Context: an optimization exercise on an open-source flow, tuned for small area, a short achievable clock period and few clock cycles per item. The choices shown serve that exercise and are no tape-out recipe. Only simulation tests tie the RTL to the original design; equivalence was not proved. Power is estimated from default activity; no workload was simulated.

**design/flow/design.v**
```verilog
module curve_tangler (
    input  wire        clk,
    input  wire        rst,         
    input  wire        cmd_valid,
    output wire        cmd_ready,
    input  wire [1:0]  cmd_op,
    input  wire [63:0] cmd_arg,
    output wire        rsp_valid,
    input  wire        rsp_ready,
    output wire [63:0] rsp_data
);
    reg  valid;
    assign cmd_ready = ~valid | rsp_ready;
    assign rsp_valid = valid;
    wire hil = cmd_op[1];
    wire det = cmd_op[0];
    wire ent = hil & ~det;           
    wire [31:0] ax = cmd_arg[63:32];
    wire [31:0] ay = cmd_arg[31:0];
    wire [31:0] u, s, lm01, lm10, lv0, lv1;
    genvar k;
    generate for (k = 0; k < 32; k = k + 1) begin : g_leaf
        assign u[k]    = det ? cmd_arg[2*k+1] : ax[k];
        assign s[k]    = det ? cmd_arg[2*k] : (ax[k] ^ ay[k]);
        assign lm01[k] = ent & s[k];
        assign lm10[k] = ent & ~s[k];
        assign lv0[k]  = hil & s[k] & u[k];
        assign lv1[k]  = hil & ~(s[k] | u[k]);
    end endgenerate
    wire gmc_1;
    assign gmc_1 = (lv0[31] ^ (lm01[30] & lv1[31]) ^ lv0[30]);
    wire gmp_2;
    assign gmp_2 = ((lm10[30] & lv0[31]) ^ lv1[31] ^ lv1[30]);
    wire gm_3;
    assign gm_3 = ~((lm01[28] & lm10[29]));
    wire gm_4;
    assign gm_4 = (lm01[29] ^ lm01[28]);
    wire gm_5;
    assign gm_5 = (lm10[28] ^ lm10[29]);
    wire gm_6;
    assign gm_6 = ~((lm10[28] & lm01[29]));
    wire gm_7;
    assign gm_7 = (lv0[29] ^ (lm01[28] & lv1[29]) ^ lv0[28]);
    wire gm_8;
    assign gm_8 = ((lm10[28] & lv0[29]) ^ lv1[29] ^ lv1[28]);
    wire gmc_9;
    assign gmc_9 = ((gm_3 & gmc_1) ^ (gm_4 & gmp_2) ^ gm_7);
    wire gmp_10;
    assign gmp_10 = ((gm_5 & gmc_1) ^ (gm_6 & gmp_2) ^ gm_8);
    wire gm_11;
    assign gm_11 = ~((lm01[26] & lm10[27]));
    wire gm_12;
    assign gm_12 = (lm01[27] ^ lm01[26]);
    wire gm_13;
    assign gm_13 = (lm10[26] ^ lm10[27]);
    wire gm_14;
    assign gm_14 = ~((lm10[26] & lm01[27]));
    wire gm_15;
    assign gm_15 = (lv0[27] ^ (lm01[26] & lv1[27]) ^ lv0[26]);
    wire gm_16;
    assign gm_16 = ((lm10[26] & lv0[27]) ^ lv1[27] ^ lv1[26]);
    wire gm_17;
    assign gm_17 = ~((lm01[24] & lm10[25]));
    wire gm_18;
    assign gm_18 = (lm01[25] ^ lm01[24]);
    wire gm_19;
    assign gm_19 = (lm10[24] ^ lm10[25]);
    wire gm_20;
    assign gm_20 = ~((lm10[24] & lm01[25]));
    wire gm_21;
    assign gm_21 = (lv0[25] ^ (lm01[24] & lv1[25]) ^ lv0[24]);
    wire gm_22;
    assign gm_22 = ((lm10[24] & lv0[25]) ^ lv1[25] ^ lv1[24]);
    wire gm_23;
    assign gm_23 = ((gm_17 & gm_11) ^ (gm_18 & gm_13));
    wire gm_24;
    assign gm_24 = ((gm_17 & gm_12) ^ (gm_18 & gm_14));
    wire gm_25;
    assign gm_25 = ((gm_19 & gm_11) ^ (gm_20 & gm_13));
    wire gm_26;
    assign gm_26 = ((gm_19 & gm_12) ^ (gm_20 & gm_14));
    wire gm_27;
    assign gm_27 = ((gm_17 & gm_15) ^ (gm_18 & gm_16) ^ gm_21);
    wire gm_28;
    assign gm_28 = ((gm_19 & gm_15) ^ (gm_20 & gm_16) ^ gm_22);
    wire gm_29;
    assign gm_29 = ~((lm01[22] & lm10[23]));
    wire gm_30;
    assign gm_30 = (lm01[23] ^ lm01[22]);
    wire gm_31;
    assign gm_31 = (lm10[22] ^ lm10[23]);
    wire gm_32;
    assign gm_32 = ~((lm10[22] & lm01[23]));
    wire gm_33;
    assign gm_33 = (lv0[23] ^ (lm01[22] & lv1[23]) ^ lv0[22]);
    wire gm_34;
    assign gm_34 = ((lm10[22] & lv0[23]) ^ lv1[23] ^ lv1[22]);
    wire gm_35;
    assign gm_35 = ~((lm01[20] & lm10[21]));
    wire gm_36;
    assign gm_36 = (lm01[21] ^ lm01[20]);
    wire gm_37;
    assign gm_37 = (lm10[20] ^ lm10[21]);
    wire gm_38;
    assign gm_38 = ~((lm10[20] & lm01[21]));
    wire gm_39;
    assign gm_39 = (lv0[21] ^ (lm01[20] & lv1[21]) ^ lv0[20]);
    wire gm_40;
    assign gm_40 = ((lm10[20] & lv0[21]) ^ lv1[21] ^ lv1[20]);
    wire gm_41;
    assign gm_41 = ((gm_35 & gm_29) ^ (gm_36 & gm_31));
    wire gm_42;
    assign gm_42 = ((gm_35 & gm_30) ^ (gm_36 & gm_32));
    wire gm_43;
    assign gm_43 = ((gm_37 & gm_29) ^ (gm_38 & gm_31));
    wire gm_44;
    assign gm_44 = ((gm_37 & gm_30) ^ (gm_38 & gm_32));
    wire gm_45;
    assign gm_45 = ((gm_35 & gm_33) ^ (gm_36 & gm_34) ^ gm_39);
    wire gm_46;
    assign gm_46 = ((gm_37 & gm_33) ^ (gm_38 & gm_34) ^ gm_40);
    wire gm_47;
    assign gm_47 = ~((lm01[18] & lm10[19]));
    wire gm_48;
    assign gm_48 = (lm01[19] ^ lm01[18]);
    wire gm_49;
    assign gm_49 = (lm10[18] ^ lm10[19]);
    wire gm_50;
    assign gm_50 = ~((lm10[18] & lm01[19]));
    wire gm_51;
    assign gm_51 = (lv0[19] ^ (lm01[18] & lv1[19]) ^ lv0[18]);
    wire gm_52;
    assign gm_52 = ((lm10[18] & lv0[19]) ^ lv1[19] ^ lv1[18]);
    wire gm_53;
    assign gm_53 = ~((lm01[16] & lm10[17]));
    wire gm_54;
    assign gm_54 = (lm01[17] ^ lm01[16]);
    wire gm_55;
    assign gm_55 = (lm10[16] ^ lm10[17]);
    wire gm_56;
    assign gm_56 = ~((lm10[16] & lm01[17]));
    wire gm_57;
    assign gm_57 = (lv0[17] ^ (lm01[16] & lv1[17]) ^ lv0[16]);
    wire gm_58;
    assign gm_58 = ((lm10[16] & lv0[17]) ^ lv1[17] ^ lv1[16]);
    wire gm_59;
    assign gm_59 = ((gm_53 & gm_47) ^ (gm_54 & gm_49));
    wire gm_60;
    assign gm_60 = ((gm_53 & gm_48) ^ (gm_54 & gm_50));
    wire gm_61;
    assign gm_61 = ((gm_55 & gm_47) ^ (gm_56 & gm_49));
    wire gm_62;
    assign gm_62 = ((gm_55 & gm_48) ^ (gm_56 & gm_50));
    wire gm_63;
    assign gm_63 = ((gm_53 & gm_51) ^ (gm_54 & gm_52) ^ gm_57);
    wire gm_64;
    assign gm_64 = ((gm_55 & gm_51) ^ (gm_56 & gm_52) ^ gm_58);
    wire gm_65;
    assign gm_65 = ~((lm01[14] & lm10[15]));
    wire gm_66;
    assign gm_66 = (lm01[15] ^ lm01[14]);
    wire gm_67;
    assign gm_67 = (lm10[14] ^ lm10[15]);
    wire gm_68;
    assign gm_68 = ~((lm10[14] & lm01[15]));
    wire gm_69;
    assign gm_69 = (lv0[15] ^ (lm01[14] & lv1[15]) ^ lv0[14]);
    wire gm_70;
    assign gm_70 = ((lm10[14] & lv0[15]) ^ lv1[15] ^ lv1[14]);
    wire gm_71;
    assign gm_71 = ~((lm01[12] & lm10[13]));
    wire gm_72;
    assign gm_72 = (lm01[13] ^ lm01[12]);
    wire gm_73;
    assign gm_73 = (lm10[12] ^ lm10[13]);
    wire gm_74;
    assign gm_74 = ~((lm10[12] & lm01[13]));
    wire gm_75;
    assign gm_75 = (lv0[13] ^ (lm01[12] & lv1[13]) ^ lv0[12]);
    wire gm_76;
    assign gm_76 = ((lm10[12] & lv0[13]) ^ lv1[13] ^ lv1[12]);
    wire gm_77;
    assign gm_77 = ((gm_71 & gm_65) ^ (gm_72 & gm_67));
    wire gm_78;
    assign gm_78 = ((gm_71 & gm_66) ^ (gm_72 & gm_68));
    wire gm_79;
    assign gm_79 = ((gm_73 & gm_65) ^ (gm_74 & gm_67));
    wire gm_80;
    assign gm_80 = ((gm_73 & gm_66) ^ (gm_74 & gm_68));
    wire gm_81;
    assign gm_81 = ((gm_71 & gm_69) ^ (gm_72 & gm_70) ^ gm_75);
    wire gm_82;
    assign gm_82 = ((gm_73 & gm_69) ^ (gm_74 & gm_70) ^ gm_76);
    wire gm_83;
    assign gm_83 = ~((lm01[10] & lm10[11]));
    wire gm_84;
    assign gm_84 = (lm01[11] ^ lm01[10]);
    wire gm_85;
    assign gm_85 = (lm10[10] ^ lm10[11]);
    wire gm_86;
    assign gm_86 = ~((lm10[10] & lm01[11]));
    wire gm_87;
    assign gm_87 = (lv0[11] ^ (lm01[10] & lv1[11]) ^ lv0[10]);
    wire gm_88;
    assign gm_88 = ((lm10[10] & lv0[11]) ^ lv1[11] ^ lv1[10]);
    wire gm_89;
    assign gm_89 = ~((lm01[8] & lm10[9]));
    wire gm_90;
    assign gm_90 = (lm01[9] ^ lm01[8]);
    wire gm_91;
    assign gm_91 = (lm10[8] ^ lm10[9]);
    wire gm_92;
    assign gm_92 = ~((lm10[8] & lm01[9]));
    wire gm_93;
    assign gm_93 = (lv0[9] ^ (lm01[8] & lv1[9]) ^ lv0[8]);
    wire gm_94;
    assign gm_94 = ((lm10[8] & lv0[9]) ^ lv1[9] ^ lv1[8]);
    wire gm_95;
    assign gm_95 = ((gm_89 & gm_83) ^ (gm_90 & gm_85));
    wire gm_96;
    assign gm_96 = ((gm_89 & gm_84) ^ (gm_90 & gm_86));
    wire gm_97;
    assign gm_97 = ((gm_91 & gm_83) ^ (gm_92 & gm_85));
    wire gm_98;
    assign gm_98 = ((gm_91 & gm_84) ^ (gm_92 & gm_86));
    wire gm_99;
    assign gm_99 = ((gm_89 & gm_87) ^ (gm_90 & gm_88) ^ gm_93);
    wire gm_100;
    assign gm_100 = ((gm_91 & gm_87) ^ (gm_92 & gm_88) ^ gm_94);
    wire gm_101;
    assign gm_101 = ~((lm01[6] & lm10[7]));
    wire gm_102;
    assign gm_102 = (lm01[7] ^ lm01[6]);
    wire gm_103;
    assign gm_103 = (lm10[6] ^ lm10[7]);
    wire gm_104;
    assign gm_104 = ~((lm10[6] & lm01[7]));
    wire gm_105;
    assign gm_105 = (lv0[7] ^ (lm01[6] & lv1[7]) ^ lv0[6]);
    wire gm_106;
    assign gm_106 = ((lm10[6] & lv0[7]) ^ lv1[7] ^ lv1[6]);
    wire gm_107;
    assign gm_107 = ~((lm01[4] & lm10[5]));
    wire gm_108;
    assign gm_108 = (lm01[5] ^ lm01[4]);
    wire gm_109;
    assign gm_109 = (lm10[4] ^ lm10[5]);
    wire gm_110;
    assign gm_110 = ~((lm10[4] & lm01[5]));
    wire gm_111;
    assign gm_111 = (lv0[5] ^ (lm01[4] & lv1[5]) ^ lv0[4]);
    wire gm_112;
    assign gm_112 = ((lm10[4] & lv0[5]) ^ lv1[5] ^ lv1[4]);
    wire gm_113;
    assign gm_113 = ((gm_107 & gm_101) ^ (gm_108 & gm_103));
    wire gm_114;
    assign gm_114 = ((gm_107 & gm_102) ^ (gm_108 & gm_104));
    wire gm_115;
    assign gm_115 = ((gm_109 & gm_101) ^ (gm_110 & gm_103));
    wire gm_116;
    assign gm_116 = ((gm_109 & gm_102) ^ (gm_110 & gm_104));
    wire gm_117;
    assign gm_117 = ((gm_107 & gm_105) ^ (gm_108 & gm_106) ^ gm_111);
    wire gm_118;
    assign gm_118 = ((gm_109 & gm_105) ^ (gm_110 & gm_106) ^ gm_112);
    wire gm_119;
    assign gm_119 = ~((lm01[2] & lm10[3]));
    wire gm_120;
    assign gm_120 = (lm01[3] ^ lm01[2]);
    wire gm_121;
    assign gm_121 = (lm10[2] ^ lm10[3]);
    wire gm_122;
    assign gm_122 = ~((lm10[2] & lm01[3]));
    wire gm_123;
    assign gm_123 = (lv0[3] ^ (lm01[2] & lv1[3]) ^ lv0[2]);
    wire gm_124;
    assign gm_124 = ((lm10[2] & lv0[3]) ^ lv1[3] ^ lv1[2]);
    wire gm_125;
    assign gm_125 = ~((lm01[0] & lm10[1]));
    wire gm_126;
    assign gm_126 = (lm01[1] ^ lm01[0]);
    wire gm_127;
    assign gm_127 = (lm10[0] ^ lm10[1]);
    wire gm_128;
    assign gm_128 = ~((lm10[0] & lm01[1]));
    wire gm_129;
    assign gm_129 = (lv0[1] ^ (lm01[0] & lv1[1]) ^ lv0[0]);
    wire gm_130;
    assign gm_130 = ((lm10[0] & lv0[1]) ^ lv1[1] ^ lv1[0]);
    wire gm_131;
    assign gm_131 = ((gm_125 & gm_119) ^ (gm_126 & gm_121));
    wire gm_132;
    assign gm_132 = ((gm_125 & gm_120) ^ (gm_126 & gm_122));
    wire gm_133;
    assign gm_133 = ((gm_127 & gm_119) ^ (gm_128 & gm_121));
    wire gm_134;
    assign gm_134 = ((gm_127 & gm_120) ^ (gm_128 & gm_122));
    wire gm_135;
    assign gm_135 = ((gm_125 & gm_123) ^ (gm_126 & gm_124) ^ gm_129);
    wire gm_136;
    assign gm_136 = ((gm_127 & gm_123) ^ (gm_128 & gm_124) ^ gm_130);
    wire skc_137;
    assign skc_137 = ((gm_23 & gmc_9) ^ (gm_24 & gmp_10) ^ gm_27);
    wire skp_138;
    assign skp_138 = ((gm_25 & gmc_9) ^ (gm_26 & gmp_10) ^ gm_28);
    wire sk_139;
    assign sk_139 = ((gm_59 & gm_41) ^ (gm_60 & gm_43));
    wire sk_140;
    assign sk_140 = ((gm_59 & gm_42) ^ (gm_60 & gm_44));
    wire sk_141;
    assign sk_141 = ((gm_61 & gm_41) ^ (gm_62 & gm_43));
    wire sk_142;
    assign sk_142 = ((gm_61 & gm_42) ^ (gm_62 & gm_44));
    wire sk_143;
    assign sk_143 = ((gm_59 & gm_45) ^ (gm_60 & gm_46) ^ gm_63);
    wire sk_144;
    assign sk_144 = ((gm_61 & gm_45) ^ (gm_62 & gm_46) ^ gm_64);
    wire sk_145;
    assign sk_145 = ((gm_95 & gm_77) ^ (gm_96 & gm_79));
    wire sk_146;
    assign sk_146 = ((gm_95 & gm_78) ^ (gm_96 & gm_80));
    wire sk_147;
    assign sk_147 = ((gm_97 & gm_77) ^ (gm_98 & gm_79));
    wire sk_148;
    assign sk_148 = ((gm_97 & gm_78) ^ (gm_98 & gm_80));
    wire sk_149;
    assign sk_149 = ((gm_95 & gm_81) ^ (gm_96 & gm_82) ^ gm_99);
    wire sk_150;
    assign sk_150 = ((gm_97 & gm_81) ^ (gm_98 & gm_82) ^ gm_100);
    wire sk_151;
    assign sk_151 = ((gm_131 & gm_113) ^ (gm_132 & gm_115));
    wire sk_152;
    assign sk_152 = ((gm_131 & gm_114) ^ (gm_132 & gm_116));
    wire sk_153;
    assign sk_153 = ((gm_133 & gm_113) ^ (gm_134 & gm_115));
    wire sk_154;
    assign sk_154 = ((gm_133 & gm_114) ^ (gm_134 & gm_116));
    wire sk_155;
    assign sk_155 = ((gm_131 & gm_117) ^ (gm_132 & gm_118) ^ gm_135);
    wire sk_156;
    assign sk_156 = ((gm_133 & gm_117) ^ (gm_134 & gm_118) ^ gm_136);
    wire skc_157;
    assign skc_157 = ((gm_41 & skc_137) ^ (gm_42 & skp_138) ^ gm_45);
    wire skp_158;
    assign skp_158 = ((gm_43 & skc_137) ^ (gm_44 & skp_138) ^ gm_46);
    wire skc_159;
    assign skc_159 = ((sk_139 & skc_137) ^ (sk_140 & skp_138) ^ sk_143);
    wire skp_160;
    assign skp_160 = ((sk_141 & skc_137) ^ (sk_142 & skp_138) ^ sk_144);
    wire sk_161;
    assign sk_161 = ((gm_113 & sk_145) ^ (gm_114 & sk_147));
    wire sk_162;
    assign sk_162 = ((gm_113 & sk_146) ^ (gm_114 & sk_148));
    wire sk_163;
    assign sk_163 = ((gm_115 & sk_145) ^ (gm_116 & sk_147));
    wire sk_164;
    assign sk_164 = ((gm_115 & sk_146) ^ (gm_116 & sk_148));
    wire sk_165;
    assign sk_165 = ((gm_113 & sk_149) ^ (gm_114 & sk_150) ^ gm_117);
    wire sk_166;
    assign sk_166 = ((gm_115 & sk_149) ^ (gm_116 & sk_150) ^ gm_118);
    wire sk_167;
    assign sk_167 = ((sk_151 & sk_145) ^ (sk_152 & sk_147));
    wire sk_168;
    assign sk_168 = ((sk_151 & sk_146) ^ (sk_152 & sk_148));
    wire sk_169;
    assign sk_169 = ((sk_153 & sk_145) ^ (sk_154 & sk_147));
    wire sk_170;
    assign sk_170 = ((sk_153 & sk_146) ^ (sk_154 & sk_148));
    wire sk_171;
    assign sk_171 = ((sk_151 & sk_149) ^ (sk_152 & sk_150) ^ sk_155);
    wire sk_172;
    assign sk_172 = ((sk_153 & sk_149) ^ (sk_154 & sk_150) ^ sk_156);
    wire skc_173;
    assign skc_173 = ((gm_77 & skc_159) ^ (gm_78 & skp_160) ^ gm_81);
    wire skp_174;
    assign skp_174 = ((gm_79 & skc_159) ^ (gm_80 & skp_160) ^ gm_82);
    wire skc_175;
    assign skc_175 = ((sk_145 & skc_159) ^ (sk_146 & skp_160) ^ sk_149);
    wire skp_176;
    assign skp_176 = ((sk_147 & skc_159) ^ (sk_148 & skp_160) ^ sk_150);
    wire skc_177;
    assign skc_177 = ((sk_161 & skc_159) ^ (sk_162 & skp_160) ^ sk_165);
    wire skp_178;
    assign skp_178 = ((sk_163 & skc_159) ^ (sk_164 & skp_160) ^ sk_166);
    wire skc_179;
    assign skc_179 = ((sk_167 & skc_159) ^ (sk_168 & skp_160) ^ sk_171);
    wire skp_180;
    assign skp_180 = ((sk_169 & skc_159) ^ (sk_170 & skp_160) ^ sk_172);
    wire [6:0] n_c, n_p;
    assign n_c[6] = gmc_9;
    assign n_p[6] = gmp_10;
    assign n_c[5] = skc_137;
    assign n_p[5] = skp_138;
    assign n_c[4] = skc_157;
    assign n_p[4] = skp_158;
    assign n_c[3] = skc_159;
    assign n_p[3] = skp_160;
    assign n_c[2] = skc_173;
    assign n_p[2] = skp_174;
    assign n_c[1] = skc_175;
    assign n_p[1] = skp_176;
    assign n_c[0] = skc_177;
    assign n_p[0] = skp_178;
    wire [31:0] tau;
    assign tau[31] = 1'b0;
    wire tq_181;
    assign tq_181 = (s[30] ? lv1[31] : lv0[31]);
    assign tau[30] = tq_181;
    wire lwc_182;
    assign lwc_182 = (lv0[31] ^ (lm01[30] & lv1[31]) ^ lv0[30]);
    wire lwp_183;
    assign lwp_183 = ((lm10[30] & lv0[31]) ^ lv1[31] ^ lv1[30]);
    wire tq_184;
    assign tq_184 = (s[29] ? lwp_183 : lwc_182);
    assign tau[29] = tq_184;
    wire lwc_185;
    assign lwc_185 = (lwc_182 ^ (lm01[29] & lwp_183) ^ lv0[29]);
    wire lwp_186;
    assign lwp_186 = ((lm10[29] & lwc_182) ^ lwp_183 ^ lv1[29]);
    wire tq_187;
    assign tq_187 = (s[28] ? lwp_186 : lwc_185);
    assign tau[28] = tq_187;
    assign tau[27] = 1'b0;
    wire tq_188;
    assign tq_188 = (s[26] ? lv1[27] : lv0[27]);
    assign tau[26] = tq_188;
    wire lwc_189;
    assign lwc_189 = (lv0[27] ^ (lm01[26] & lv1[27]) ^ lv0[26]);
    wire lwp_190;
    assign lwp_190 = ((lm10[26] & lv0[27]) ^ lv1[27] ^ lv1[26]);
    wire tq_191;
    assign tq_191 = (s[25] ? lwp_190 : lwc_189);
    assign tau[25] = tq_191;
    wire lwc_192;
    assign lwc_192 = (lwc_189 ^ (lm01[25] & lwp_190) ^ lv0[25]);
    wire lwp_193;
    assign lwp_193 = ((lm10[25] & lwc_189) ^ lwp_190 ^ lv1[25]);
    wire tq_194;
    assign tq_194 = (s[24] ? lwp_193 : lwc_192);
    assign tau[24] = tq_194;
    assign tau[23] = 1'b0;
    wire tq_195;
    assign tq_195 = (s[22] ? lv1[23] : lv0[23]);
    assign tau[22] = tq_195;
    wire lwc_196;
    assign lwc_196 = (lv0[23] ^ (lm01[22] & lv1[23]) ^ lv0[22]);
    wire lwp_197;
    assign lwp_197 = ((lm10[22] & lv0[23]) ^ lv1[23] ^ lv1[22]);
    wire tq_198;
    assign tq_198 = (s[21] ? lwp_197 : lwc_196);
    assign tau[21] = tq_198;
    wire lwc_199;
    assign lwc_199 = (lwc_196 ^ (lm01[21] & lwp_197) ^ lv0[21]);
    wire lwp_200;
    assign lwp_200 = ((lm10[21] & lwc_196) ^ lwp_197 ^ lv1[21]);
    wire tq_201;
    assign tq_201 = (s[20] ? lwp_200 : lwc_199);
    assign tau[20] = tq_201;
    assign tau[19] = 1'b0;
    wire tq_202;
    assign tq_202 = (s[18] ? lv1[19] : lv0[19]);
    assign tau[18] = tq_202;
    wire lwc_203;
    assign lwc_203 = (lv0[19] ^ (lm01[18] & lv1[19]) ^ lv0[18]);
    wire lwp_204;
    assign lwp_204 = ((lm10[18] & lv0[19]) ^ lv1[19] ^ lv1[18]);
    wire tq_205;
    assign tq_205 = (s[17] ? lwp_204 : lwc_203);
    assign tau[17] = tq_205;
    wire lwc_206;
    assign lwc_206 = (lwc_203 ^ (lm01[17] & lwp_204) ^ lv0[17]);
    wire lwp_207;
    assign lwp_207 = ((lm10[17] & lwc_203) ^ lwp_204 ^ lv1[17]);
    wire tq_208;
    assign tq_208 = (s[16] ? lwp_207 : lwc_206);
    assign tau[16] = tq_208;
    assign tau[15] = 1'b0;
    wire tq_209;
    assign tq_209 = (s[14] ? lv1[15] : lv0[15]);
    assign tau[14] = tq_209;
    wire lwc_210;
    assign lwc_210 = (lv0[15] ^ (lm01[14] & lv1[15]) ^ lv0[14]);
    wire lwp_211;
    assign lwp_211 = ((lm10[14] & lv0[15]) ^ lv1[15] ^ lv1[14]);
    wire tq_212;
    assign tq_212 = (s[13] ? lwp_211 : lwc_210);
    assign tau[13] = tq_212;
    wire lwc_213;
    assign lwc_213 = (lwc_210 ^ (lm01[13] & lwp_211) ^ lv0[13]);
    wire lwp_214;
    assign lwp_214 = ((lm10[13] & lwc_210) ^ lwp_211 ^ lv1[13]);
    wire tq_215;
    assign tq_215 = (s[12] ? lwp_214 : lwc_213);
    assign tau[12] = tq_215;
    assign tau[11] = 1'b0;
    wire tq_216;
    assign tq_216 = (s[10] ? lv1[11] : lv0[11]);
    assign tau[10] = tq_216;
    wire lwc_217;
    assign lwc_217 = (lv0[11] ^ (lm01[10] & lv1[11]) ^ lv0[10]);
    wire lwp_218;
    assign lwp_218 = ((lm10[10] & lv0[11]) ^ lv1[11] ^ lv1[10]);
    wire tq_219;
    assign tq_219 = (s[9] ? lwp_218 : lwc_217);
    assign tau[9] = tq_219;
    wire lwc_220;
    assign lwc_220 = (lwc_217 ^ (lm01[9] & lwp_218) ^ lv0[9]);
    wire lwp_221;
    assign lwp_221 = ((lm10[9] & lwc_217) ^ lwp_218 ^ lv1[9]);
    wire tq_222;
    assign tq_222 = (s[8] ? lwp_221 : lwc_220);
    assign tau[8] = tq_222;
    assign tau[7] = 1'b0;
    wire tq_223;
    assign tq_223 = (s[6] ? lv1[7] : lv0[7]);
    assign tau[6] = tq_223;
    wire lwc_224;
    assign lwc_224 = (lv0[7] ^ (lm01[6] & lv1[7]) ^ lv0[6]);
    wire lwp_225;
    assign lwp_225 = ((lm10[6] & lv0[7]) ^ lv1[7] ^ lv1[6]);
    wire tq_226;
    assign tq_226 = (s[5] ? lwp_225 : lwc_224);
    assign tau[5] = tq_226;
    wire lwc_227;
    assign lwc_227 = (lwc_224 ^ (lm01[5] & lwp_225) ^ lv0[5]);
    wire lwp_228;
    assign lwp_228 = ((lm10[5] & lwc_224) ^ lwp_225 ^ lv1[5]);
    wire tq_229;
    assign tq_229 = (s[4] ? lwp_228 : lwc_227);
    assign tau[4] = tq_229;
    assign tau[3] = 1'b0;
    wire tq_230;
    assign tq_230 = (s[2] ? lv1[3] : lv0[3]);
    assign tau[2] = tq_230;
    wire lwc_231;
    assign lwc_231 = (lv0[3] ^ (lm01[2] & lv1[3]) ^ lv0[2]);
    wire lwp_232;
    assign lwp_232 = ((lm10[2] & lv0[3]) ^ lv1[3] ^ lv1[2]);
    wire tq_233;
    assign tq_233 = (s[1] ? lwp_232 : lwc_231);
    assign tau[1] = tq_233;
    wire lwc_234;
    assign lwc_234 = (lwc_231 ^ (lm01[1] & lwp_232) ^ lv0[1]);
    wire lwp_235;
    assign lwp_235 = ((lm10[1] & lwc_231) ^ lwp_232 ^ lv1[1]);
    wire tq_236;
    assign tq_236 = (s[0] ? lwp_235 : lwc_234);
    assign tau[0] = tq_236;
    wire [31:0] n_o, n_m;
    generate for (k = 0; k < 32; k = k + 1) begin : g_pre
        assign n_o[k] = hil ? (u[k] ^ tau[k]) : (det ? cmd_arg[2*k] : ay[k]);
        assign n_m[k] = hil ? s[k] : (det ? (cmd_arg[2*k+1] ^ cmd_arg[2*k]) : ax[k]);
    end endgenerate
    reg         r_ent, r_det;
    reg  [31:0] r_o, r_m;
    reg  [6:0] r_c, r_p;
    always @(posedge clk) begin
        if (rst)
            valid <= 1'b0;
        else if (cmd_ready)
            valid <= cmd_valid;
        if (cmd_ready) begin
            r_ent <= ent;
            r_det <= det;
            r_o   <= n_o;
            r_m   <= n_m;
            r_c   <= n_c;
            r_p   <= n_p;
        end
    end
    wire [31:0] fo;
    assign fo[31] = r_o[31];
    assign fo[30] = r_o[30];
    assign fo[29] = r_o[29];
    assign fo[28] = r_o[28];
    wire qq_237;
    assign qq_237 = ((~r_m[27] & r_c[6]) ^ (r_m[27] & r_p[6]));
    assign fo[27] = r_o[27] ^ qq_237;
    wire lf_238;
    assign lf_238 = (r_m[26] ^ (r_m[27] & ~r_m[26]));
    wire lf_239;
    assign lf_239 = (~r_m[26] ^ (~r_m[27] & r_m[26]));
    wire lf_240;
    assign lf_240 = (r_ent ? lf_239 : ~r_m[26]);
    wire lf_241;
    assign lf_241 = (r_ent ? lf_238 : r_m[26]);
    wire qq_242;
    assign qq_242 = ((lf_240 & r_c[6]) ^ (lf_241 & r_p[6]));
    assign fo[26] = r_o[26] ^ qq_242;
    wire lf_243;
    assign lf_243 = (r_m[25] ^ (r_m[26] & ~r_m[25]));
    wire lf_244;
    assign lf_244 = (~r_m[25] ^ (~r_m[26] & r_m[25]));
    wire lf_245;
    assign lf_245 = (lf_243 ^ (r_m[27] & lf_244));
    wire lf_246;
    assign lf_246 = (lf_244 ^ (~r_m[27] & lf_243));
    wire lf_247;
    assign lf_247 = (r_ent ? lf_246 : ~r_m[25]);
    wire lf_248;
    assign lf_248 = (r_ent ? lf_245 : r_m[25]);
    wire qq_249;
    assign qq_249 = ((lf_247 & r_c[6]) ^ (lf_248 & r_p[6]));
    assign fo[25] = r_o[25] ^ qq_249;
    wire lf_250;
    assign lf_250 = (r_m[24] ^ (r_m[25] & ~r_m[24]));
    wire lf_251;
    assign lf_251 = (~r_m[24] ^ (~r_m[25] & r_m[24]));
    wire lf_252;
    assign lf_252 = (lf_250 ^ (r_m[26] & lf_251));
    wire lf_253;
    assign lf_253 = (lf_251 ^ (~r_m[26] & lf_250));
    wire lf_254;
    assign lf_254 = (lf_252 ^ (r_m[27] & lf_253));
    wire lf_255;
    assign lf_255 = (lf_253 ^ (~r_m[27] & lf_252));
    wire lf_256;
    assign lf_256 = (r_ent ? lf_255 : ~r_m[24]);
    wire lf_257;
    assign lf_257 = (r_ent ? lf_254 : r_m[24]);
    wire qq_258;
    assign qq_258 = ((lf_256 & r_c[6]) ^ (lf_257 & r_p[6]));
    assign fo[24] = r_o[24] ^ qq_258;
    wire qq_259;
    assign qq_259 = ((~r_m[23] & r_c[5]) ^ (r_m[23] & r_p[5]));
    assign fo[23] = r_o[23] ^ qq_259;
    wire lf_260;
    assign lf_260 = (r_m[22] ^ (r_m[23] & ~r_m[22]));
    wire lf_261;
    assign lf_261 = (~r_m[22] ^ (~r_m[23] & r_m[22]));
    wire lf_262;
    assign lf_262 = (r_ent ? lf_261 : ~r_m[22]);
    wire lf_263;
    assign lf_263 = (r_ent ? lf_260 : r_m[22]);
    wire qq_264;
    assign qq_264 = ((lf_262 & r_c[5]) ^ (lf_263 & r_p[5]));
    assign fo[22] = r_o[22] ^ qq_264;
    wire lf_265;
    assign lf_265 = (r_m[21] ^ (r_m[22] & ~r_m[21]));
    wire lf_266;
    assign lf_266 = (~r_m[21] ^ (~r_m[22] & r_m[21]));
    wire lf_267;
    assign lf_267 = (lf_265 ^ (r_m[23] & lf_266));
    wire lf_268;
    assign lf_268 = (lf_266 ^ (~r_m[23] & lf_265));
    wire lf_269;
    assign lf_269 = (r_ent ? lf_268 : ~r_m[21]);
    wire lf_270;
    assign lf_270 = (r_ent ? lf_267 : r_m[21]);
    wire qq_271;
    assign qq_271 = ((lf_269 & r_c[5]) ^ (lf_270 & r_p[5]));
    assign fo[21] = r_o[21] ^ qq_271;
    wire lf_272;
    assign lf_272 = (r_m[20] ^ (r_m[21] & ~r_m[20]));
    wire lf_273;
    assign lf_273 = (~r_m[20] ^ (~r_m[21] & r_m[20]));
    wire lf_274;
    assign lf_274 = (lf_272 ^ (r_m[22] & lf_273));
    wire lf_275;
    assign lf_275 = (lf_273 ^ (~r_m[22] & lf_272));
    wire lf_276;
    assign lf_276 = (lf_274 ^ (r_m[23] & lf_275));
    wire lf_277;
    assign lf_277 = (lf_275 ^ (~r_m[23] & lf_274));
    wire lf_278;
    assign lf_278 = (r_ent ? lf_277 : ~r_m[20]);
    wire lf_279;
    assign lf_279 = (r_ent ? lf_276 : r_m[20]);
    wire qq_280;
    assign qq_280 = ((lf_278 & r_c[5]) ^ (lf_279 & r_p[5]));
    assign fo[20] = r_o[20] ^ qq_280;
    wire qq_281;
    assign qq_281 = ((~r_m[19] & r_c[4]) ^ (r_m[19] & r_p[4]));
    assign fo[19] = r_o[19] ^ qq_281;
    wire lf_282;
    assign lf_282 = (r_m[18] ^ (r_m[19] & ~r_m[18]));
    wire lf_283;
    assign lf_283 = (~r_m[18] ^ (~r_m[19] & r_m[18]));
    wire lf_284;
    assign lf_284 = (r_ent ? lf_283 : ~r_m[18]);
    wire lf_285;
    assign lf_285 = (r_ent ? lf_282 : r_m[18]);
    wire qq_286;
    assign qq_286 = ((lf_284 & r_c[4]) ^ (lf_285 & r_p[4]));
    assign fo[18] = r_o[18] ^ qq_286;
    wire lf_287;
    assign lf_287 = (r_m[17] ^ (r_m[18] & ~r_m[17]));
    wire lf_288;
    assign lf_288 = (~r_m[17] ^ (~r_m[18] & r_m[17]));
    wire lf_289;
    assign lf_289 = (lf_287 ^ (r_m[19] & lf_288));
    wire lf_290;
    assign lf_290 = (lf_288 ^ (~r_m[19] & lf_287));
    wire lf_291;
    assign lf_291 = (r_ent ? lf_290 : ~r_m[17]);
    wire lf_292;
    assign lf_292 = (r_ent ? lf_289 : r_m[17]);
    wire qq_293;
    assign qq_293 = ((lf_291 & r_c[4]) ^ (lf_292 & r_p[4]));
    assign fo[17] = r_o[17] ^ qq_293;
    wire lf_294;
    assign lf_294 = (r_m[16] ^ (r_m[17] & ~r_m[16]));
    wire lf_295;
    assign lf_295 = (~r_m[16] ^ (~r_m[17] & r_m[16]));
    wire lf_296;
    assign lf_296 = (lf_294 ^ (r_m[18] & lf_295));
    wire lf_297;
    assign lf_297 = (lf_295 ^ (~r_m[18] & lf_294));
    wire lf_298;
    assign lf_298 = (lf_296 ^ (r_m[19] & lf_297));
    wire lf_299;
    assign lf_299 = (lf_297 ^ (~r_m[19] & lf_296));
    wire lf_300;
    assign lf_300 = (r_ent ? lf_299 : ~r_m[16]);
    wire lf_301;
    assign lf_301 = (r_ent ? lf_298 : r_m[16]);
    wire qq_302;
    assign qq_302 = ((lf_300 & r_c[4]) ^ (lf_301 & r_p[4]));
    assign fo[16] = r_o[16] ^ qq_302;
    wire qq_303;
    assign qq_303 = ((~r_m[15] & r_c[3]) ^ (r_m[15] & r_p[3]));
    assign fo[15] = r_o[15] ^ qq_303;
    wire lf_304;
    assign lf_304 = (r_m[14] ^ (r_m[15] & ~r_m[14]));
    wire lf_305;
    assign lf_305 = (~r_m[14] ^ (~r_m[15] & r_m[14]));
    wire lf_306;
    assign lf_306 = (r_ent ? lf_305 : ~r_m[14]);
    wire lf_307;
    assign lf_307 = (r_ent ? lf_304 : r_m[14]);
    wire qq_308;
    assign qq_308 = ((lf_306 & r_c[3]) ^ (lf_307 & r_p[3]));
    assign fo[14] = r_o[14] ^ qq_308;
    wire lf_309;
    assign lf_309 = (r_m[13] ^ (r_m[14] & ~r_m[13]));
    wire lf_310;
    assign lf_310 = (~r_m[13] ^ (~r_m[14] & r_m[13]));
    wire lf_311;
    assign lf_311 = (lf_309 ^ (r_m[15] & lf_310));
    wire lf_312;
    assign lf_312 = (lf_310 ^ (~r_m[15] & lf_309));
    wire lf_313;
    assign lf_313 = (r_ent ? lf_312 : ~r_m[13]);
    wire lf_314;
    assign lf_314 = (r_ent ? lf_311 : r_m[13]);
    wire qq_315;
    assign qq_315 = ((lf_313 & r_c[3]) ^ (lf_314 & r_p[3]));
    assign fo[13] = r_o[13] ^ qq_315;
    wire lf_316;
    assign lf_316 = (r_m[12] ^ (r_m[13] & ~r_m[12]));
    wire lf_317;
    assign lf_317 = (~r_m[12] ^ (~r_m[13] & r_m[12]));
    wire lf_318;
    assign lf_318 = (lf_316 ^ (r_m[14] & lf_317));
    wire lf_319;
    assign lf_319 = (lf_317 ^ (~r_m[14] & lf_316));
    wire lf_320;
    assign lf_320 = (lf_318 ^ (r_m[15] & lf_319));
    wire lf_321;
    assign lf_321 = (lf_319 ^ (~r_m[15] & lf_318));
    wire lf_322;
    assign lf_322 = (r_ent ? lf_321 : ~r_m[12]);
    wire lf_323;
    assign lf_323 = (r_ent ? lf_320 : r_m[12]);
    wire qq_324;
    assign qq_324 = ((lf_322 & r_c[3]) ^ (lf_323 & r_p[3]));
    assign fo[12] = r_o[12] ^ qq_324;
    wire qq_325;
    assign qq_325 = ((~r_m[11] & r_c[2]) ^ (r_m[11] & r_p[2]));
    assign fo[11] = r_o[11] ^ qq_325;
    wire lf_326;
    assign lf_326 = (r_m[10] ^ (r_m[11] & ~r_m[10]));
    wire lf_327;
    assign lf_327 = (~r_m[10] ^ (~r_m[11] & r_m[10]));
    wire lf_328;
    assign lf_328 = (r_ent ? lf_327 : ~r_m[10]);
    wire lf_329;
    assign lf_329 = (r_ent ? lf_326 : r_m[10]);
    wire qq_330;
    assign qq_330 = ((lf_328 & r_c[2]) ^ (lf_329 & r_p[2]));
    assign fo[10] = r_o[10] ^ qq_330;
    wire lf_331;
    assign lf_331 = (r_m[9] ^ (r_m[10] & ~r_m[9]));
    wire lf_332;
    assign lf_332 = (~r_m[9] ^ (~r_m[10] & r_m[9]));
    wire lf_333;
    assign lf_333 = (lf_331 ^ (r_m[11] & lf_332));
    wire lf_334;
    assign lf_334 = (lf_332 ^ (~r_m[11] & lf_331));
    wire lf_335;
    assign lf_335 = (r_ent ? lf_334 : ~r_m[9]);
    wire lf_336;
    assign lf_336 = (r_ent ? lf_333 : r_m[9]);
    wire qq_337;
    assign qq_337 = ((lf_335 & r_c[2]) ^ (lf_336 & r_p[2]));
    assign fo[9] = r_o[9] ^ qq_337;
    wire lf_338;
    assign lf_338 = (r_m[8] ^ (r_m[9] & ~r_m[8]));
    wire lf_339;
    assign lf_339 = (~r_m[8] ^ (~r_m[9] & r_m[8]));
    wire lf_340;
    assign lf_340 = (lf_338 ^ (r_m[10] & lf_339));
    wire lf_341;
    assign lf_341 = (lf_339 ^ (~r_m[10] & lf_338));
    wire lf_342;
    assign lf_342 = (lf_340 ^ (r_m[11] & lf_341));
    wire lf_343;
    assign lf_343 = (lf_341 ^ (~r_m[11] & lf_340));
    wire lf_344;
    assign lf_344 = (r_ent ? lf_343 : ~r_m[8]);
    wire lf_345;
    assign lf_345 = (r_ent ? lf_342 : r_m[8]);
    wire qq_346;
    assign qq_346 = ((lf_344 & r_c[2]) ^ (lf_345 & r_p[2]));
    assign fo[8] = r_o[8] ^ qq_346;
    wire qq_347;
    assign qq_347 = ((~r_m[7] & r_c[1]) ^ (r_m[7] & r_p[1]));
    assign fo[7] = r_o[7] ^ qq_347;
    wire lf_348;
    assign lf_348 = (r_m[6] ^ (r_m[7] & ~r_m[6]));
    wire lf_349;
    assign lf_349 = (~r_m[6] ^ (~r_m[7] & r_m[6]));
    wire lf_350;
    assign lf_350 = (r_ent ? lf_349 : ~r_m[6]);
    wire lf_351;
    assign lf_351 = (r_ent ? lf_348 : r_m[6]);
    wire qq_352;
    assign qq_352 = ((lf_350 & r_c[1]) ^ (lf_351 & r_p[1]));
    assign fo[6] = r_o[6] ^ qq_352;
    wire lf_353;
    assign lf_353 = (r_m[5] ^ (r_m[6] & ~r_m[5]));
    wire lf_354;
    assign lf_354 = (~r_m[5] ^ (~r_m[6] & r_m[5]));
    wire lf_355;
    assign lf_355 = (lf_353 ^ (r_m[7] & lf_354));
    wire lf_356;
    assign lf_356 = (lf_354 ^ (~r_m[7] & lf_353));
    wire lf_357;
    assign lf_357 = (r_ent ? lf_356 : ~r_m[5]);
    wire lf_358;
    assign lf_358 = (r_ent ? lf_355 : r_m[5]);
    wire qq_359;
    assign qq_359 = ((lf_357 & r_c[1]) ^ (lf_358 & r_p[1]));
    assign fo[5] = r_o[5] ^ qq_359;
    wire lf_360;
    assign lf_360 = (r_m[4] ^ (r_m[5] & ~r_m[4]));
    wire lf_361;
    assign lf_361 = (~r_m[4] ^ (~r_m[5] & r_m[4]));
    wire lf_362;
    assign lf_362 = (lf_360 ^ (r_m[6] & lf_361));
    wire lf_363;
    assign lf_363 = (lf_361 ^ (~r_m[6] & lf_360));
    wire lf_364;
    assign lf_364 = (lf_362 ^ (r_m[7] & lf_363));
    wire lf_365;
    assign lf_365 = (lf_363 ^ (~r_m[7] & lf_362));
    wire lf_366;
    assign lf_366 = (r_ent ? lf_365 : ~r_m[4]);
    wire lf_367;
    assign lf_367 = (r_ent ? lf_364 : r_m[4]);
    wire qq_368;
    assign qq_368 = ((lf_366 & r_c[1]) ^ (lf_367 & r_p[1]));
    assign fo[4] = r_o[4] ^ qq_368;
    wire qq_369;
    assign qq_369 = ((~r_m[3] & r_c[0]) ^ (r_m[3] & r_p[0]));
    assign fo[3] = r_o[3] ^ qq_369;
    wire lf_370;
    assign lf_370 = (r_m[2] ^ (r_m[3] & ~r_m[2]));
    wire lf_371;
    assign lf_371 = (~r_m[2] ^ (~r_m[3] & r_m[2]));
    wire lf_372;
    assign lf_372 = (r_ent ? lf_371 : ~r_m[2]);
    wire lf_373;
    assign lf_373 = (r_ent ? lf_370 : r_m[2]);
    wire qq_374;
    assign qq_374 = ((lf_372 & r_c[0]) ^ (lf_373 & r_p[0]));
    assign fo[2] = r_o[2] ^ qq_374;
    wire lf_375;
    assign lf_375 = (r_m[1] ^ (r_m[2] & ~r_m[1]));
    wire lf_376;
    assign lf_376 = (~r_m[1] ^ (~r_m[2] & r_m[1]));
    wire lf_377;
    assign lf_377 = (lf_375 ^ (r_m[3] & lf_376));
    wire lf_378;
    assign lf_378 = (lf_376 ^ (~r_m[3] & lf_375));
    wire lf_379;
    assign lf_379 = (r_ent ? lf_378 : ~r_m[1]);
    wire lf_380;
    assign lf_380 = (r_ent ? lf_377 : r_m[1]);
    wire qq_381;
    assign qq_381 = ((lf_379 & r_c[0]) ^ (lf_380 & r_p[0]));
    assign fo[1] = r_o[1] ^ qq_381;
    wire lf_382;
    assign lf_382 = (r_m[0] ^ (r_m[1] & ~r_m[0]));
    wire lf_383;
    assign lf_383 = (~r_m[0] ^ (~r_m[1] & r_m[0]));
    wire lf_384;
    assign lf_384 = (lf_382 ^ (r_m[2] & lf_383));
    wire lf_385;
    assign lf_385 = (lf_383 ^ (~r_m[2] & lf_382));
    wire lf_386;
    assign lf_386 = (lf_384 ^ (r_m[3] & lf_385));
    wire lf_387;
    assign lf_387 = (lf_385 ^ (~r_m[3] & lf_384));
    wire lf_388;
    assign lf_388 = (r_ent ? lf_387 : ~r_m[0]);
    wire lf_389;
    assign lf_389 = (r_ent ? lf_386 : r_m[0]);
    wire qq_390;
    assign qq_390 = ((lf_388 & r_c[0]) ^ (lf_389 & r_p[0]));
    assign fo[0] = r_o[0] ^ qq_390;
    wire [63:0] ent_res, det_res;
    generate for (k = 0; k < 32; k = k + 1) begin : g_res
        assign ent_res[2*k+1] = fo[k];
        assign ent_res[2*k]   = r_m[k];
        assign det_res[32+k]  = fo[k];
        assign det_res[k]     = fo[k] ^ r_m[k];
    end endgenerate
    assign rsp_data = r_det ? det_res : ent_res;
endmodule
```
**design/flow/flow/run.sh**
```bash
#!/bin/bash
# The standard layout, with these changes to how it is made:
#  - synthesis maps the logic between the registers and the rsp_data outputs
#    with flow/abc_post.script (ABC area mapping, amap), and the rest of the
#    logic with the standard ABC area script (flow/patch_synth.py)
#  - the setup repair aims at the slack margin in flow/margin.txt
#  - the port buffers are sky130_fd_sc_hd__buf_1
# Registers, constraints and clock period are those of the standard flow.
# make's output goes to flow_make.log; each step's log is under orfs/logs.
set -euo pipefail
MARGIN=$(cat flow/margin.txt)
rm -rf scripts_x
cp -r "$FLOW_HOME/scripts" scripts_x
cp flow/abc_post.script scripts_x/abc_post.script
python3 flow/patch_synth.py scripts_x > patch_synth.log 2>&1
bash standard.sh "SCRIPTS_DIR=$PWD/scripts_x" "SETUP_SLACK_MARGIN=$MARGIN" \
  "BUFFER_PORTS_ARGS=-buffer_cell sky130_fd_sc_hd__buf_1" finish > flow_make.log 2>&1
```
**design/flow/flow/abc_post.script**
```
strash
dch
amap -m
topo
stime -c
buffer -c
upsize -c
dnsize -c
```
**design/flow/flow/margin.txt**
```
4.85
```
**design/flow/flow/patch_synth.py**
```python
#!/usr/bin/env python3
"""Patch a copy of ORFS's scripts/synth.tcl: map the logic between the
registers and the rsp_data outputs with flow/abc_post.script (area mapping)
before the usual ABC call maps the rest of the logic with the standard script.
usage: patch_synth.py SCRIPTS_DIR"""
import sys
p = sys.argv[1] + "/synth.tcl"
s = open(p).read()
a = """  log_cmd abc {*}$abc_args
} else {"""
b = """  # the logic from the registers to the response outputs is mapped for area
  # with abc_post.script; the rest of the logic with the standard script
  select -set post_cone o:rsp_data %ci*:-sky130_fd_sc_hd__edfxtp_1:-sky130_fd_sc_hd__dfxtp_1
  select -set post_gates @post_cone t:\\$_* %i
  puts "post-register gates mapped for area: [llength [split [string trim [tee -q -s result.string select -list @post_gates]] "\\n"]]"
  set abc_args_post [lreplace $abc_args 1 1 $::env(SCRIPTS_DIR)/abc_post.script]
  log_cmd abc {*}$abc_args_post @post_gates
  log_cmd abc {*}$abc_args
} else {"""
if s.count(a) != 1:
    sys.exit("patch_synth.py: anchor not found in " + p)
open(p, "w").write(s.replace(a, b))
```
**design/flow/standard.sh**
```bash
#!/bin/bash
# synth_recipe.tcl (not shown) runs the flow's synth.tcl, then flattens the netlist and writes it again
# the make line also repeats each setting of config.mk as NAME=value (left out here)
make -C /OpenROAD-flow-scripts/flow DESIGN_CONFIG=/design/flow/config.mk WORK_HOME=/design/flow/orfs CLKGATE_MAP_FILE= SYNTH_SCRIPT=/design/flow/synth_recipe.tcl "${@:-finish}"
```
**design/flow/config.mk**
```make
export PLATFORM = sky130hd
export DESIGN_NAME = curve_tangler
export DESIGN_NICKNAME = curve_tangler
export VERILOG_FILES = /design/flow/design.v
export SDC_FILE = /design/flow/constraint.sdc
export NUM_CORES = 4
export LEC_CHECK = 0
export ABC_AREA = 1
export CAP_MARGIN = 20
export CORE_MARGIN = 2
export CORE_UTILIZATION = 40
export GPL_ROUTABILITY_DRIVEN = 1
export GPL_TIMING_DRIVEN = 1
export PLACE_DENSITY = 0.6
export SLEW_MARGIN = 20
```
**design/flow/constraint.sdc**
```tcl
create_clock -name core_clock -period 10.0 [get_ports {clk}]
set_input_delay 2.0000 -clock core_clock [delete_from_list [all_inputs] [get_ports {clk}]]
set_output_delay 2.0000 -clock core_clock [all_outputs]
set_load 0.01 [all_outputs]
```
==> run summary <==
kinds of logic (layout without fill, tap and decap cells):
logic type	count (synthesis)	after routing	synth area share [%]
xor+xnor	104	104	8.420
mux	1	1	0.08681
buf+inv	327	433	11.56
flops	81	81	21.01
compound gates	434	434	22.75
simple gates	983	984	36.18
routing by layer:
| layer | track usage [%] | vias to the layer above | wire (um) |
|---|---|---|---|
| met3 | 2.741 | 60 | 2711 |
| met2 | 38.79 | 516 | 17240 |
| met5 | 0 | - | 27 |
| li1 | - | 6704 | - |
| met4 | 9.279 | 4 | 1375 |
| met1 | 35.44 | 6077 | 18690 |
cells in the mapped netlist, types with 4 or more instances:
| cell type | number |
|---|---|
| nand2_1 | 535 |
| inv_1 | 222 |
| nor2_1 | 195 |
| nand3_1 | 170 |
| o21ai_0 | 133 |
| a21oi_1 | 98 |
| o22ai_1 | 94 |
| edfxtp_1 | 80 |
| xor2_1 | 64 |
| inv_2 | 39 |
| xnor2_1 | 32 |
| clkbuf_1 | 31 |
| nand2_2 | 19 |
| o21ai_1 | 16 |
| o221ai_1 | 16 |
| o211ai_1 | 15 |
| nor3_1 | 14 |
| o32ai_1 | 14 |
| buf_2 | 13 |
| nand3_2 | 11 |
| nor2_2 | 11 |
| a21oi_2 | 10 |
| nand4_1 | 10 |
| buf_6 | 8 |
| nand3b_1 | 8 |
| a221o_1 | 7 |
| buf_4 | 7 |
| buf_1 | 5 |
| xor2_2 | 5 |
| a22oi_1 | 4 |
| a31oi_1 | 4 |
| o21bai_1 | 4 |
| o221ai_2 | 4 |
power groups by stage:
| stage | logic, W | registers (W) | clock network, W |
|---|---|---|---|
| final | 0.00115 | 0.000538 | 0.000338 |
| after global routing | 0.00128 | 0.000545 | 0.000357 |
| after CTS | 0.00111 | 0.000536 | 0.000344 |
| after detailed placement | 0.00110 | 0.000543 | 0 |
| after global placement | 0.00109 | 0.000544 | 0 |
| after floorplan | 0.000827 | 0.000505 | 0 |
sequential cells by signal (all words and copies together), names as in the netlist:
signal / cells
r_c: 7
r_det: 1
r_ent: 1
r_m: 32
r_o: 32
r_p: 7
valid: 1
layout make-up:
class | count | area, sq um
well taps | 384 | 480.5
multi-input cells | 1523 | 7829
repair inverters | 2 | 18.77
clock buffers | 10 | 239.0
flip-flops and latches | 81 | 2422
clock inverters | 6 | 72.57
inverters | 263 | 1030
fillers | 3099 | 15700
repair buffers | 152 | 754.5
stage by stage:
stage / cell area, sq um / power (W) / instances / util (%)
after floorplan: 11530 / 0.001332 / 1930 / -
after global placement: 12240 / 0.001631 / 2392 / 42.88
after detailed placement: 12240 / 0.001648 / 2392 / 42.88
after CTS: 12600 / 0.001994 / 2410 / 44.14
after global routing: 12850 / 0.002181 / 2421 / 45.00
final: 12850 / 0.002023 / 2421 / 45.00
timing repair:
item                                    4_1_cts  5_1_grt
hold buffers                                  0        0
pin swaps                                     1        1
buffers inserted                              0        7
endpoints found under the setup margin       31       18
resized for setup                            10       29
gates cloned                                  2        4
path summary, 6_finish.rpt:
| path | from | depth (start not counted) | end | slack [ns] |
|---|---|---|---|---|
| hold / removal | valid | 1 | r_m[22] | 0.98 |
| setup reg to reg | valid | 2 | r_c[4] | 8.30 |
| setup / recovery | r_ent | 12 | rsp_data[25] | 5.02 |
| hold reg to reg | valid | 1 | r_m[22] | 0.98 |
worst reg2reg max path: stages, from the launching register on:
cell,delay (ns)
dfxtp_1,0.34
nand2_4,0.40
buf_4,0.58
==> out/metrics.cfg <==
[setup_path]
critPathBufInv = 4
worst-setup-path-type = reg2out
path_delay_family = compound AO/OA/AOI/OAI gates
crit_chain = buf_4, clkinvlp_4, buf_4, nor2_1, a221o_1, o21ai_0, nor2_1, a21oi_1, nor2_1, a21oi_1, o22ai_1, buf_1
crit_arrival_ns = 2.98
path_common_cell = nor2_1
crit_slowest_cell = a21oi_1
cp_max_fo = 34
max_stage_delay_ns = 0.42
required_ns = 8.00
cp-start-kind = register
cp-end-kind = output pin

[final_layout]
layout_common_cells = nand2_1 (532), inv_1 (221), nor2_1 (192)
area_delta_synth_final_pct = 11.40
diodes = 0
mostFrequentLayoutCell = nand2_1
nets = 2102
drive_above_1_share_pct = 7.953

[synthesis]
syn_area_sq_um = 11530
synth.avg_cell_area_sq_um = 5.975
synth_nets = 2000
synth-warning-count = 1
synth_seq_cells = 81
synth_top_area_share_pct = 20.83
seq_area_frac_synth_pct = 21.01
synth.area.top_cells = edfxtp_1 (21%), nand2_1 (17%), nand3_1 (7.4%)
synth-main-ff-cell = edfxtp_1
ys_async_sr_fraction_pct = 0
synth-edff-count = 80
netlist_instances = 1930
synth_top_area_cell = edfxtp_1
synth_cell_types = 52

[floorplan]
start_util_pct = 40.39
die_h_um = 173.8
rows = 62
die-area_sq_um = 30200
core_region_area_sq_um = 28550
die_w_um = 173.8
io_pins = 136

[power]
clockPowerShare_pct = 16.7
p_switching_w = 0.0009781
comb_power_share_pct = 56.7
ir_worst_vdd_mv = 0.09416
power_frac_seq_pct = 26.6
intPower_w = 0.001045
switching_share_pct = 48.35
powerDensity_nw_per_um2 = 157.5
p_leak_nw = 6.044

[sta]
slew_headroom_pct = 54.36
finClkSkew_ns = 0.007947
tns_ns = 0
fmax_ghz = 0.2008
hold_viol_final = 0
finalHoldWorstSlack_ns = 0.9781
rsz0062_at_grt = yes
tightest_slew_ns = 0.6774
worst_slack_ns = 5.019
fin_crit_ns = 4.981
fin_crit_sh_pct = 49.81
finalSetupViolations = 0
drv_slew = 0

[routing]
via_per_inst = 5.519
ant_nets = 0
drcViolationCount = 0
drtIter0Drc = 1405
avgRoutedWirePerCell_um = 16.54
drt_first_pass_iters = 6
vias = 13360
wl_um = 40050

[global_route]
grt_start_max_net_pins = 86
antenna_found_initial = 3
grt_pass1_vias = 11390
gr-total-overflow = 0
grt_usage_pct = 24.90
grt_first_pass_wirelength_um = 60440

[job]
maxCapViolations = 0

[status]
outcome = finished clean

[clocking]
clk_latency_ns = 0.34
h-tree-depth = 3
cts_made_buffers = 9
cts_tree = built
clkSinkCount = 81
clockBufferDepth = 2
cts.clk_slew.worst_paths_ns = 0.07
cts_root_buf = clkbuf_16

[hold_path]
hold_class = reg2reg

[placement]
port_buffers = 135
place_congestion = 0.9209
place_hpwl_um = 30720
place_ws_ns = 3.922

Testbench counts, summed over its fixed seeds: cycles 8,008, items 8,000.

port drivers added, routing unchanged:
The flow's constraints put no driver on any port. The routed layout listed below was extracted and timed again, unchanged, in two steps.
Step 1 (the two cells are an assumption about what drives the block):
set clk [get_ports {clk}]
set_driving_cell -lib_cell sky130_fd_sc_hd__clkbuf_16 $clk
set_driving_cell -lib_cell sky130_fd_sc_hd__buf_2 [delete_from_list [all_inputs] $clk]
Step 2, shift: input delay + t, output delay - t, t = (earliest + latest rising clock arrival at the registers) / 2. This alone moves slack from input paths to output paths.
Slacks: ideal / step 1 / step 2; pairs: ideal / step 1.
t, ns: 0.376
slack for setup (ns): 5.019 / 4.978 / 4.770
hold WS [ns]: 0.978 / 0.978 / 0.978
worst register clock-pin slew, ns: 0.07 / 0.07
cell pins on the clock port's net: 1
After both steps setup and hold are still met in this run. The setup slack of this run moves by -0.041 ns with the drivers and by -0.249 ns with both steps.
